This is an optimization exercise on Yosys and OpenROAD, whose aim is small area, a short achievable clock period and few clock cycles per item, not a production implementation.
Only simulation tests tie the RTL to the original design; equivalence was not proved.
Power is estimated from default activity; no workload was simulated.

==> flow/design.v <==
module bmr_blockrot (
    input  wire        clk,
    input  wire        rst,         
    input  wire        in_valid,
    output wire        in_ready,
    input  wire [63:0] in_data,
    input  wire        in_tpose,    
    output wire        out_valid,
    input  wire        out_ready,
    output wire [63:0] out_data
);
    reg        dir;                 
    reg        hz, vt;              
    reg        ev;                  
    reg [5:0]  e;                   
    reg        eop;                 
    reg [5:0]  l;                   
    reg        lop;                 
    reg [5:0]  dl;                  
    reg [5:0]  de;                  
    reg [5:0]  dle;                 
    reg        emit;                
    reg        ld;                  
    reg        rdy;                 
    reg [63:0] rd;                  
    reg        rt;                  
    reg        rv;                  
    reg [63:0] oh, ot;              
    reg        ohv, otv;
    wire l0   = (l == 6'd0);
    wire l63  = (l == 6'd63);
    wire e63  = (e == 6'd63);
    wire sw   = ld && l63;
    wire opop = ohv && out_ready;
    wire in_fire = in_valid && rdy;
    wire        op_in = l0 ? rt : lop;
    wire [63:0] dw;                 
    genvar gp;
    generate
        for (gp = 0; gp < 64; gp = gp + 1) begin : g_in
            assign dw[gp] = op_in ? rd[gp ^ 56] : rd[gp];
        end
    endgenerate
    wire       idle  = !ev && l0 && !ld;
    wire       ev_n  = sw || (ev && !(emit && e63));
    wire       otv_n = otv ? !opop : (emit && ohv && !opop);
    wire       rv_n  = in_fire || (rv && !ld);
    wire       lm_n  = (ld || idle) ? (dl == 6'd0) : (dl == 6'd1);
    wire       em_n  = sw || (emit ? (de == 6'd0) : (de == 6'd1));
    wire       enz_n = !sw && ((emit && !ld) ? (dle != 6'd63) :
                               (!emit && ld) ? (dle != 6'd1) : (dle != 6'd0));
    wire       emit_n = ev_n && em_n && !otv_n;
    wire       ld_n  = rv_n && lm_n && (!ev_n || enz_n || emit_n);
    wire       rdy_n = !rv_n || ld_n;
    wire       oh_ot   = otv && opop;
    wire       oh_ex   = !otv && emit && (!ohv || opop);
    wire       oh_keep = !oh_ot && !oh_ex;
    wire [4095:0] s;                
    wire [63:0] ex_h, ex_v;         
    generate
        for (gp = 0; gp < 64; gp = gp + 1) begin : g_row
            localparam [63:0] INV = (gp % 2) ? 64'h5555555555555555 : 64'hAAAAAAAAAAAAAAAA;
            reg [63:0] q;
            wire in_bit = dw[gp ^ 56] ^ ~INV[63];
            wire [63:0] nh = ~{(ld ? in_bit : q[0]), q[63:1]};
            wire [63:0] nv;
            if (gp == 0) begin : g_top
                wire [63:0] in_row;
                genvar gq;
                for (gq = 0; gq < 64; gq = gq + 1) begin : g_q
                    assign in_row[gq] = dw[gq ^ 7] ^ ~INV[gq];
                end
                assign nv = ~(ld ? in_row : s[64*63 +: 64]);
            end else begin : g_mid
                assign nv = ~s[64*(gp-1) +: 64];
            end
            always @(posedge clk)
                q <= ~((~nh | {64{vt}}) & (~nv | {64{hz}}));
            assign s[64*gp +: 64] = q;
            assign ex_h[gp ^ 7] = q[0] ^ INV[0];
        end
        for (gp = 0; gp < 64; gp = gp + 1) begin : g_exv
            localparam integer INV63 = (63 + gp) % 2;
            assign ex_v[gp ^ 56] = s[64*63 + gp] ^ INV63;
        end
    endgenerate
    wire [63:0] ex_r = dir ? ex_v : ex_h;
    wire [63:0] ex;
    generate
        for (gp = 0; gp < 64; gp = gp + 1) begin : g_out
            assign ex[gp] = eop ? ex_r[gp ^ 7] : ex_r[gp];
        end
    endgenerate
    always @(posedge clk) begin
        if (rdy) begin
            rd <= in_data;
            rt <= in_tpose;
        end
        if (!otv && emit && ohv && !opop) ot <= ex;
        oh <= ({64{oh_ot}} & ot) | ({64{oh_ex}} & ex) | ({64{oh_keep}} & oh);
        if (rst) begin
            dir <= 1'b0; hz <= 1'b1; vt <= 1'b0;
            ev <= 1'b0; e <= 6'd0; eop <= 1'b0; l <= 6'd0; lop <= 1'b0;
            dl <= 6'd0; de <= 6'd0; dle <= 6'd0;
            emit <= 1'b0; ld <= 1'b0; rdy <= 1'b1; rv <= 1'b0;
            ohv <= 1'b0; otv <= 1'b0;
        end else begin
            ev   <= ev_n;
            otv  <= otv_n;
            rv   <= rv_n;
            emit <= emit_n;
            ld   <= ld_n;
            rdy  <= rdy_n;
            if (ld) l <= l + 6'd1;
            if (sw) e <= 6'd0;
            else if (emit) e <= e + 6'd1;
            if (!(ld || idle)) dl <= dl - 6'd1;
            if (sw) de <= 6'd0;
            else if (!emit) de <= de - 6'd1;
            if (sw) dle <= 6'd0;
            else if (emit && !ld) dle <= dle + 6'd1;
            else if (!emit && ld) dle <= dle - 6'd1;
            if (ld && l0) lop <= rt;
            if (sw) begin
                eop <= lop;
                dir <= !dir;
                hz  <= dir;
                vt  <= !dir;
            end
            if (!otv && emit) begin
                if (!ohv || opop) ohv <= 1'b1;
            end else if (opop) begin
                ohv <= otv;
            end
        end
    end
    assign in_ready  = rdy;
    assign out_valid = ohv;
    assign out_data  = oh;
endmodule
==> flow/flow/run.sh <==
#!/bin/bash
set -euo pipefail
export SETUP_SLACK_MARGIN=5.5
bash standard.sh > standard.log 2>&1
==> flow/standard.sh <==
#!/bin/bash
# synth_recipe.tcl (not shown) runs the flow's synth.tcl, then flattens the netlist and writes it again
# the make line also repeats each setting of config.mk as NAME=value (left out here)
make -C /OpenROAD-flow-scripts/flow DESIGN_CONFIG=/design/flow/config.mk WORK_HOME=/design/flow/orfs CLKGATE_MAP_FILE= SYNTH_SCRIPT=/design/flow/synth_recipe.tcl "${@:-finish}"
==> flow/config.mk <==
export PLATFORM = sky130hd
export DESIGN_NAME = bmr_blockrot
export DESIGN_NICKNAME = bmr_blockrot
export VERILOG_FILES = /design/flow/design.v
export SDC_FILE = /design/flow/constraint.sdc
export NUM_CORES = 4
export LEC_CHECK = 0
export CAP_MARGIN = 20
export CORE_MARGIN = 2
export CORE_UTILIZATION = 65
export CTS_CLUSTER_DIAMETER = 100
export CTS_CLUSTER_SIZE = 24
export PLACE_DENSITY = 0.75
export SLEW_MARGIN = 20
export TNS_END_PERCENT = 100
==> flow/constraint.sdc <==
create_clock -name core_clock -period 8.0 [get_ports {clk}]
set_input_delay 1.6000 -clock core_clock [delete_from_list [all_inputs] [get_ports {clk}]]
set_output_delay 1.6000 -clock core_clock [all_outputs]
set_load 0.01 [all_outputs]
==> summary.txt, run 1 <==
CP required -> 6.40 ns
initial antenna violation count -> 3
leakage power -> 0.0485 uW
Max-Cap Viols -> 0
CP bufs+invs -> 1
top-area cell type share of the netlist area -> 68.1%
hpwl dp -> 167000 um
clk buf depth -> 3
antenna viol nets, final -> 0
Most used DFF post-synth -> dfxtp_1
Pre-antenna DRT Iters -> 6
family with the most delay on the worst path -> flip-flops
Yosys cell types -> 55
commonest non-fill, non-tap cell in the layout -> dfxtp_1
initial core utilization -> 65.6%
I/O Buffers -> 134
clk_skew -> 0.0412 ns
RSZ-0062 raised after global routing -> yes
post-synth top area cell -> dfxtp_1
Ports -> 135
total gr overflow -> 0
Yosys warning count -> 1
CTS tree -> yes
Area Overhead vs Synth -> 7.00%
Worst-path clk slew -> 0.10 ns
fraction of registers with async set/reset -> 0%
Post-DP Area -> 0.125 mm^2
Post-Route Setup TNS -> 0 ns
status -> no timing/DRC/antenna violations
CTS Hold Bufs -> 0
chip height -> 440 um
Die W -> 440 um
PwrDens -> 359 mW/mm^2
crit path DAT -> 1.40 ns
final hold viol count -> 0
Cell Chain, Critical Path -> buf_6
VDD IR max -> 0.263 mV
routed via count -> 80600
Syn Nets -> 10200
total clock sinks -> 4330
final period utilization -> 37.5%
crit-path max cell delay -> 0.40 ns
most frequent cells in the layout -> dfxtp_1 (4130), o22ai_1 (3969), clkbuf_16 (210), edfxtp_1 (129), o22a_1 (124)
Cells after Synth -> 10100
Critical-path top delay cell -> dfxtp_4
top post-synthesis cells by area -> dfxtp_1 (68%), o22ai_1 (20%), edfxtp_1 (3.1%)
crit-path max FO -> 2
Yosys reg bits -> 4330
clock latency on the worst-skew pair -> 0.89 ns
FMAX -> 333 MHz
final core utilization -> 70.2%
Hold Path Class -> flop to flop
layout cells sized above 1 -> 6.62%
Worst Setup Start Kind -> flop
CTS buffer count -> 198
residual DRC count -> 0
mean post-synth cell area -> 12.2 um^2
Global Route Usage Sum -> 27.8%
CP Class -> flop to primary output
mapped cell area -> 0.123 mm^2
FP Rows -> 159
Pwr Total -> 47400 uW
Root Buffer Master -> clkbuf_16
Tmin final -> 3.00 ns
DR iter-0 viols -> 8256
Routed WL per cell -> 23.2 um
Max-slew headroom -> 23.2%
post-DR vias/cell -> 6.62
first-pass GRT wire length -> 437000 um
number of global-route vias before repair -> 77700
Seq/Total Area, Yosys -> 71.3%
Tightest Pin Transition -> 1.15 ns
Post-synth EDFFs -> 129
Final Max Tran Viols -> 0
Core ar. -> 0.188 mm^2
design area -> 0.132 mm^2
final WL -> 283000 um
fin nets -> 9737
largest net degree at the start of global routing -> 268
Setup violations, final -> 0
Clock H-tree levels -> 4
Crit. End Element -> primary output
Die ar. -> 0.193 mm^2
GP Congestion -> 0.865
==> state kept, by name, indices dropped and copies added, names as in the netlist, 6 cells and up <==
| name | count |
|---|---|
| e | 6 |
| rd | 64 |
| oh | 64 |
| g_row.q | 4096 |
| dle | 6 |
| ot | 64 |
| dl | 6 |
| de | 6 |
| l | 6 |
==> layer usage <==
layer  share of wire, %  routed length [um]  up-vias  track usage [%]
met4                3.1                8650        0             8.47
li1                   -                   -    38000                -
met5                  0                   0        -                0
met2                 46              131000     2395             43.4
met3                5.7               16100      456             3.98
met1                 45              128000    39800             40.5
==> report_power, final <==
group	leakage, uW	internal, uW	switching [uW]
Sequential	0.0366	27500	3980
Combinational	0.00934	3020	2010
Clock	0.00260	4560	6390
==> through the flow <==
stage / worst slack [ns] / instances / hold WS (ns)
after CTS: 4.94 / 12100 / 0.431
after global placement: 3.39 / 11900 / 0.431
after global routing: 4.96 / 12200 / 0.445
final: 5.00 / 12200 / 0.435
after floorplan: 4.96 / 10100 / 0.412
after detailed placement: 3.33 / 11900 / 0.431
==> logic make-up (layout without fill, tap and decap cells) <==
| logic type | count (synthesis) | in the layout | share of synthesized area [%] |
|---|---|---|---|
| fa+ha+maj | 14 | 14 | 0.142 |
| simple gates | 207 | 213 | 0.782 |
| buf+inv | 1088 | 627 | 3.74 |
| compound gates | 4377 | 4378 | 22.4 |
| other cells | 0 | 2 | 0 |
| mux | 101 | 101 | 1.45 |
| xor+xnor | 25 | 25 | 0.177 |
| flops | 4330 | 4330 | 71.3 |
==> what timing repair did <==
item                        CTS  global route
buffers inserted             42            23
hold endpoints to repair      0             0
setup endpoints to repair  3564          2251
gates resized for setup     486            50
cloned                       19            11
pin swaps                     5             8
==> final cells by class <==
class                      count  area [um^2]
clock buffer                 220         5100
tap                         2495         3120
antenna                        2         5.00
inverter                     106          412
fill                       13200        56100
multi-input combinational   4731        31200
sequential                  4330        88100
clock inverter                14          224
timing repair buffer         287         3890
==> path summary, 6_finish.rpt <==
check | startpoint | endpoint | slack (ns) | cells after the start
setup / recovery | oh[59] | out_data[59] | 5.00 | 1
hold reg to reg | g_row[0].q[37] | g_row[1].q[37] | 0.44 | 1
setup reg to reg | l[0] | g_row[0].q[6] | 5.52 | 7
hold / removal | g_row[0].q[37] | g_row[1].q[37] | 0.44 | 1
==> Yosys cell counts, types with 15 or more instances <==
| master | n |
|---|---|
| a221o_1 | 21 |
| dfxtp_1 | 4201 |
| edfxtp_1 | 129 |
| buf_1 | 21 |
| clkbuf_1 | 610 |
| o22a_1 | 124 |
| mux4_2 | 62 |
| o21ai_1 | 67 |
| o21ai_0 | 92 |
| inv_1 | 105 |
| buf_2 | 341 |
| o22ai_1 | 3969 |
| a21oi_1 | 15 |
| mux2i_1 | 38 |
| nor2_1 | 42 |
| o211ai_1 | 30 |
| and2_1 | 20 |
| nand2_1 | 105 |
| a22oi_1 | 44 |
Testbench counts, summed over its fixed seeds: cycles 8,720, blocks 128.
==> run 2, diff against run 1 <==
==> flow/run.sh (new file) <==
#!/bin/bash
# synth_recipe.tcl (not shown) runs the flow's synth.tcl, then flattens the netlist and writes it again
# the make line also repeats each setting of config.mk as NAME=value (left out here)
make -C /OpenROAD-flow-scripts/flow DESIGN_CONFIG=/design/flow/config.mk WORK_HOME=/design/flow/orfs CLKGATE_MAP_FILE= SYNTH_SCRIPT=/design/flow/synth_recipe.tcl finish
--- a/flow/config.mk
+++ b/flow/config.mk
@@ -9,7 +9,8 @@
 export CORE_MARGIN = 2
 export CORE_UTILIZATION = 65
 export CTS_CLUSTER_DIAMETER = 100
-export CTS_CLUSTER_SIZE = 24
+export CTS_CLUSTER_SIZE = 30
 export PLACE_DENSITY = 0.75
+export SETUP_SLACK_MARGIN = 5
 export SLEW_MARGIN = 20
 export TNS_END_PERCENT = 100
removed: flow/flow/run.sh
removed: flow/standard.sh
==> run 2 against run 1 <==
  * Critical endpoint is now in_ready
  * Clock-buffer cell count fell by 40
  * Global-route usage fell by 1.6 points
  * Maximum frequency fell by 1.8%
==> summary.txt, run 2 <==
status -> no timing/DRC/antenna violations
total clock sinks -> 4330 (unchanged)
Most used DFF post-synth -> dfxtp_1
top-area cell type share of the netlist area -> 68.1% (unchanged)
routed via count -> 78000 (-3.2%)
Die ar. -> 0.193 mm^2 (unchanged)
Yosys warning count -> 1 (unchanged)
Yosys reg bits -> 4330 (unchanged)
initial core utilization -> 65.6% (unchanged)
clk buf depth -> 3 (unchanged)
most numerous cell in the Yosys netlist -> dfxtp_1
I/O Buffers -> 134 (unchanged)
number of global-route vias before repair -> 74600 (-4.0%)
Pre-antenna DRT Iters -> 6 (unchanged)
final hold viol count -> 0 (unchanged)
first-pass GRT wire length -> 415000 um (-5.1%)
GP Congestion -> 0.879 (+1.6%)
dpl cells -> 11900 (+0.059%)
Routed WL per cell -> 21.8 um (-6.1%)
Cells after Synth -> 10100 (unchanged)
synth cell count leaders -> dfxtp_1 (4201), o22ai_1 (3969), clkbuf_1 (610)
Final Max Tran Viols -> 0 (unchanged)
Worst-path clk slew -> 0.11 ns (about the same)
most frequent cells in the layout -> dfxtp_1 (4133), o22ai_1 (3969), clkbuf_16 (167), edfxtp_1 (129), o22a_1 (124)
Post-DP Area -> 0.125 mm^2 (-0.14%)
DR iter-0 viols -> 7053 (-15%)
crit path DAT -> 1.46 ns (+0.06 ns)
Clock H-tree levels -> 4 (unchanged)
VDD IR max -> 0.286 mV (+8.8%)
leakage power -> 0.0473 uW (-2.4%)
clk_skew -> 0.0255 ns (-0.0157 ns)
Post-synth EDFFs -> 129 (unchanged)
Root Buffer Master -> clkbuf_16
CP Class -> flop to primary output
CP required -> 6.40 ns (about the same)
residual DRC count -> 0 (unchanged)
Die W -> 440 um (unchanged)
Crit. End Element -> primary output
fraction of registers with async set/reset -> 0% (unchanged)
max reg flops -> 4096 (unchanged)
Tmin final -> 3.06 ns (+0.0548 ns)
Antenna diodes -> 0 (-2)
Tightest Pin Transition -> 1.16 ns (+0.00314 ns)
Post-Route Setup TNS -> 0 ns (unchanged)
FP Rows -> 159 (unchanged)
crit-path max FO -> 2 (unchanged)
largest net degree at the start of global routing -> 252 (-6.0%)
post-synth top area cell -> dfxtp_1
initial antenna violation count -> 0 (-3)
CTS tree -> yes
mean post-synth cell area -> 12.2 um^2 (unchanged)
top post-synthesis cells by area -> dfxtp_1 (68%), o22ai_1 (20%), edfxtp_1 (3.1%)
mapped cell area -> 0.123 mm^2 (unchanged)
layout cells sized above 1 -> 5.10% (-1.5 points)
chip height -> 440 um (unchanged)
RSZ-0062 raised after global routing -> yes
design area -> 0.129 mm^2 (-2.0%)
commonest non-fill, non-tap cell in the layout -> dfxtp_1
fillers -> 13700 (+3.6%)
Syn Nets -> 10200 (unchanged)
Seq/Total Area, Yosys -> 71.3% (unchanged)
Area Overhead vs Synth -> 4.90%
clock latency on the worst-skew pair -> 0.86 ns (-0.03 ns)
Core ar. -> 0.188 mm^2 (unchanged)
total gr overflow -> 0 (unchanged)
antenna viol nets, final -> 0 (unchanged)
Global Route Usage Sum -> 26.2% (-1.6 points)
CTS Hold Bufs -> 0 (unchanged)
hpwl dp -> 163000 um (-2.2%)
Max-Cap Viols -> 0 (unchanged)
Setup violations, final -> 0 (unchanged)
Worst Setup Start Kind -> flop
FMAX -> 327 MHz (-1.8%)
Max-slew headroom -> 23.0% (-0.21 points)
post-DR vias/cell -> 6.47 (-2.3%)
CTS buffer count -> 162 (-18%)
Hold Path Class -> flop to flop
final WL -> 263000 um (-7.0%)
fin nets -> 9628 (-1.1%)
fin cells -> 12100 (-0.97%)
Yosys cell types -> 55 (unchanged)
Top reg by flops -> g_row.q
final period utilization -> 38.2% (+0.69 points)
PwrDens -> 357 mW/mm^2 (-0.64%)
Ports -> 135 (unchanged)
## run 2: layout make-up
type | instances | area, um^2 | area share (%)
Sequential cell | 4330 | 88100 | 68.1
Inverter | 106 | 412 | 0.318
Clock inverter | 11 | 153 | 0.118
Timing Repair Buffer | 219 | 2560 | 1.97
Clock buffer | 180 | 4190 | 3.23
Multi-Input combinational cell | 4726 | 30900 | 23.9
Tap cell | 2495 | 3120 | 2.41
## run 2: worst max-delay path, stage by stage (launching register included)
cell and delay, ns:
dfxtp_4 0.37, buf_12 0.12, buf_6 0.11
## run 2: what timing repair did
item | 4_1_cts | 5_1_grt
resized for setup | 425 | 19
endpoints found under the setup margin | 816 | 1964
hold endpoints to repair | 0 | 0
gates cloned | 6 | 2
setup buffers | 5 | 2
pin swaps | 2 | 0
## run 2: cell families after synthesis
group / Yosys count / share of synthesized area [%]
AOI/OAI and AO/OA: 4377 / 22.4
muxes: 101 / 1.45
and+or+nand+nor: 207 / 0.782
adders and majority gates: 14 / 0.142
buffers and inverters: 1088 / 3.74
xor gates and xnor gates: 25 / 0.177
DFF: 4330 / 71.3
## run 2: worst paths after layout
kind | startpoint | endpoint | slack, ns | cells past startpoint
setup reg to reg | hz | g_row[48].q[1] | 5.05 | 3
setup / recovery | rdy | in_ready | 4.94 | 2
hold / removal | g_row[10].q[54] | g_row[11].q[54] | 0.42 | 1
hold reg to reg | g_row[10].q[54] | g_row[11].q[54] | 0.42 | 1
## run 2: per-stage QoR
step / hold WS, ns / worst slack [ns] / total power, uW / utilization [%]
6_report: 0.420 / 4.94 / 46200 / 68.8
5_1_grt: 0.444 / 4.89 / 48200 / 68.8
4_1_cts: 0.425 / 4.77 / 46300 / 68.7
3_5_place_dp: 0.431 / 4.02 / 36500 / 66.2
3_3_place_gp: 0.431 / 4.05 / 36400 / 66.2
2_1_floorplan: 0.412 / 4.96 / 34100 / -
## run 2: per-layer routing
| metal | GRT usage [%] | vias up | share of wire (%) |
|---|---|---|---|
| met3 | 3.22 | 295 | 4.4 |
| li1 | - | 37700 | - |
| met2 | 40.7 | 1699 | 46 |
| met5 | 0 | - | 0 |
| met4 | 7.13 | 0 | 2.7 |
| met1 | 39.0 | 38300 | 47 |
## run 2: where the power goes
part	internal (uW)	leakage, uW	switching [uW]
registers	27500	0.0366	3830
logic	2970	0.00863	2010
clock network	3800	0.00213	6120
total	34200	0.0473	12000
==> run 3, diff against run 2 <==
--- a/flow/config.mk
+++ b/flow/config.mk
@@ -8,8 +8,8 @@
 export CAP_MARGIN = 20
 export CORE_MARGIN = 2
 export CORE_UTILIZATION = 65
-export CTS_CLUSTER_DIAMETER = 100
-export CTS_CLUSTER_SIZE = 30
+export CTS_CLUSTER_DIAMETER = 80
+export CTS_CLUSTER_SIZE = 28
 export PLACE_DENSITY = 0.75
 export SETUP_SLACK_MARGIN = 5
 export SLEW_MARGIN = 20
==> run 3 against run 2 <==
  * Die area stayed put
  * Maximum frequency is 0.26% higher
  * Clock-buffer cell count is 7 higher
  * Critical path depth stayed put
  * First-iteration DRC count is 1.0% higher
  * Sequential share of layout area is 0.24 points lower
  * Largest power group unchanged
  * Highest routed layer unchanged
  * Power is 1.0% higher
==> summary.txt, run 3 <==
Hold Path Class -> flop to flop
design area -> 0.130 mm^2 (+0.35%)
Pre-antenna DRT Iters -> 5 (-1)
max reg flops -> 4096 (unchanged)
mean post-synth cell area -> 12.2 um^2 (unchanged)
total gr overflow -> 0 (unchanged)
r2r endpoint -> g_row[48].q[1]
synth cell count leaders -> dfxtp_1 (4201), o22ai_1 (3969), clkbuf_1 (610)
Area Overhead vs Synth -> 5.27%
CP required -> 6.40 ns (about the same)
fin nets -> 9640 (+0.12%)
DR iter-0 viols -> 7124 (+1.0%)
status -> no timing/DRC/antenna violations
mapped cell area -> 0.123 mm^2 (unchanged)
most frequent cells in the layout -> dfxtp_1 (4133), o22ai_1 (3969), clkbuf_16 (178), edfxtp_1 (129), o22a_1 (124)
fin cells -> 12100 (+0.17%)
post-DR vias/cell -> 6.46 (about the same)
Critical-path top delay cell -> dfxtp_4
final WL -> 263000 um (about the same)
clk_skew -> 0.0346 ns (+0.00911 ns)
initial antenna violation count -> 0 (unchanged)
clock latency on the worst-skew pair -> 0.87 ns (about the same)
R2R Setup Slk -> 5.02 ns (-0.03 ns)
Final Max Tran Viols -> 0 (unchanged)
Root Buffer Master -> clkbuf_16
PwrDens -> 359 mW/mm^2 (+0.66%)
hpwl dp -> 163000 um (unchanged)
post-synth top area cell -> dfxtp_1
leakage power -> 0.0475 uW (+0.48%)
final period utilization -> 38.1% (-0.10 points)
Worst-path clk slew -> 0.10 ns (about the same)
largest net degree at the start of global routing -> 275 (+9.1%)
Syn Nets -> 10200 (unchanged)
Hold EP -> g_row[7].q[51]
layout cells sized above 1 -> 5.34% (+0.24 points)
antenna viol nets, final -> 0 (unchanged)
CTS buffer count -> 175 (+8.0%)
Die ar. -> 0.193 mm^2 (unchanged)
Post-DP Area -> 0.125 mm^2 (unchanged)
crit-path max FO -> 2 (unchanged)
FP Rows -> 159 (unchanged)
Max-slew headroom -> 22.4% (-0.60 points)
residual DRC count -> 0 (unchanged)
dpl cells -> 11900 (unchanged)
first-pass GRT wire length -> 415000 um (about the same)
Yosys cell types -> 55 (unchanged)
crit-path max cell delay -> 0.37 ns (about the same)
Tightest Pin Transition -> 1.16 ns (+0.00892 ns)
chip height -> 440 um (unchanged)
Setup violations, final -> 0 (unchanged)
final core utilization -> 69.0% (+0.24 points)
r2r worst-path depth -> 3 (unchanged)
GP Congestion -> 0.879 (unchanged)
Cell Chain, Critical Path -> buf_12, buf_6
top post-synthesis cells by area -> dfxtp_1 (68%), o22ai_1 (20%), edfxtp_1 (3.1%)
Die W -> 440 um (unchanged)
Antenna diodes -> 0 (unchanged)
Most used DFF post-synth -> dfxtp_1
Post-Route Setup TNS -> 0 ns (unchanged)
most numerous cell in the Yosys netlist -> dfxtp_1
reg2reg start -> hz
FMAX -> 328 MHz (+0.26%)
Post-synth EDFFs -> 129 (unchanged)
Tmin final -> 3.05 ns (-0.00806 ns)
Crit. End Element -> primary output
Clock H-tree levels -> 4 (unchanged)
total clock sinks -> 4330 (unchanged)
Routed WL per cell -> 21.8 um (-0.13%)
RSZ-0062 raised after global routing -> yes
top-area cell type share of the netlist area -> 68.1% (unchanged)
Max-Cap Viols -> 0 (unchanged)
Worst Hold Launch -> g_row[7].q[52]
CTS tree -> yes
clk buf depth -> 3 (unchanged)
Ports -> 135 (unchanged)
crit path DAT -> 1.45 ns (about the same)
Core ar. -> 0.188 mm^2 (unchanged)
Yosys warning count -> 1 (unchanged)
Yosys reg bits -> 4330 (unchanged)
Seq/Total Area, Yosys -> 71.3% (unchanged)
commonest non-fill, non-tap cell in the layout -> dfxtp_1
CP Class -> flop to primary output
routed via count -> 78100 (+0.11%)
initial core utilization -> 65.6% (unchanged)
Worst Setup Start Kind -> flop
I/O Buffers -> 134 (unchanged)
fraction of registers with async set/reset -> 0% (unchanged)
Top reg by flops -> g_row.q
VDD IR max -> 0.231 mV (-19%)
Cells after Synth -> 10100 (unchanged)
final hold viol count -> 0 (unchanged)
hold path cells -> 1 (unchanged)
Global Route Usage Sum -> 26.2% (about the same)
number of global-route vias before repair -> 74600 (-0.012%)
[run 3: cell counts after synthesis]
No cell type changed its count.
[run 3: worst max-delay path: cells and delay by family, from the launching register on]
kind / cells / cell delay [ns]
buffers and inverters: 2 / 0.23
flip-flops: 1 / 0.37
[run 3: cell type report]
| class | count | area (um^2) |
|---|---|---|
| inverter | 106 | 412 |
| multi-input combinational | 4726 | 30900 |
| fill | 13600 | 58300 |
| tap | 2495 | 3120 |
| clock inverter | 25 | 372 |
| clock buffer | 187 | 4480 |
| timing repair buffer | 218 | 2510 |
| sequential | 4330 | 88100 |
[run 3: kinds of logic after synthesis]
| group | synth area share, % |
|---|---|
| flip-flops | 71.3 |
| multiplexers | 1.45 |
| AO/OA/AOI/OAI | 22.4 |
| AND/OR/NAND/NOR | 0.782 |
| XOR/XNOR | 0.177 |
| adder cells (fa/ha/maj) | 0.142 |
| buffers and inverters | 3.74 |
[run 3: how the worst max path moves through the flow]
stage               startpoint       end  slack [ns]
floorplan            out_ready     ot[0]        4.96
global placement     out_ready    oh[42]        4.05
detailed placement   out_ready    oh[60]        4.02
CTS                        rdy  in_ready        4.76
global route               rdy  in_ready        4.90
finish                     rdy  in_ready        4.95
[run 3: metal layers]
metal	routed length [um]	up-vias	GRT usage (%)
met5	0	-	0
met4	6830	0	6.78
met3	11400	299	3.06
met2	121000	1731	40.9
met1	124000	38300	39.0
li1	-	37800	-
[run 3: power by group]
part | leakage (uW) | switching, uW | internal [uW]
Clock | 0.00237 | 6300 | 4100
Sequential | 0.0366 | 3830 | 27500
Combinational | 0.00861 | 2010 | 2970
Total | 0.0475 | 12100 | 34500
[run 3: what timing repair did]
action | 4_1_cts | 5_1_grt
setup buffers | 4 | 3
pin swaps | 2 | 0
hold endpoints to repair | 0 | 0
cloned | 5 | 2
gates resized for setup | 414 | 26
hold buffers | 0 | 0
setup endpoints to repair | 766 | 2104
[run 3: per-stage QoR]
step / power (uW) / hold WS (ns) / setup slack, ns
final: 46700 / 0.416 / 4.95
after global routing: 48700 / 0.443 / 4.90
after CTS: 46800 / 0.417 / 4.76
after detailed placement: 36500 / 0.431 / 4.02
after global placement: 36400 / 0.431 / 4.05
after floorplan: 34100 / 0.412 / 4.96

==> afterwards: timing with drivers on the ports <==
No port has a modelled driver above. Below, the same layouts with a new extraction and two added sets of constraints.
Step 1 sets driving cells, clkbuf_16 on the clock port and buf_2 on the other inputs (assumed; they add their load-dependent delay and slew).
Step 2 moves the port delays by t, midway between the first and last clock arrival at a register: inputs arrive t later, outputs are due t later. That takes back most of the time a late clock gives input paths.
Three values: no drivers, after step 1, after step 2; two values: the first two.
run	t (ns)	slack for setup (ns)	slew at the worst register clock pin (ns)	worst slew at a driven data input, ns
run 1	0.963	4.999 / 4.906 / 4.645	0.11 / 0.11	0.06
run 2	0.936	4.944 / 4.848 / 4.159	0.12 / 0.12	0.04
run 3	0.947	4.952 / 4.857 / 4.130	0.11 / 0.11	0.04
After both steps every run listed still meets setup and hold. The setup slack of run 3, which loses most, moves by -0.095 ns with the drivers and by -0.822 ns with both steps.
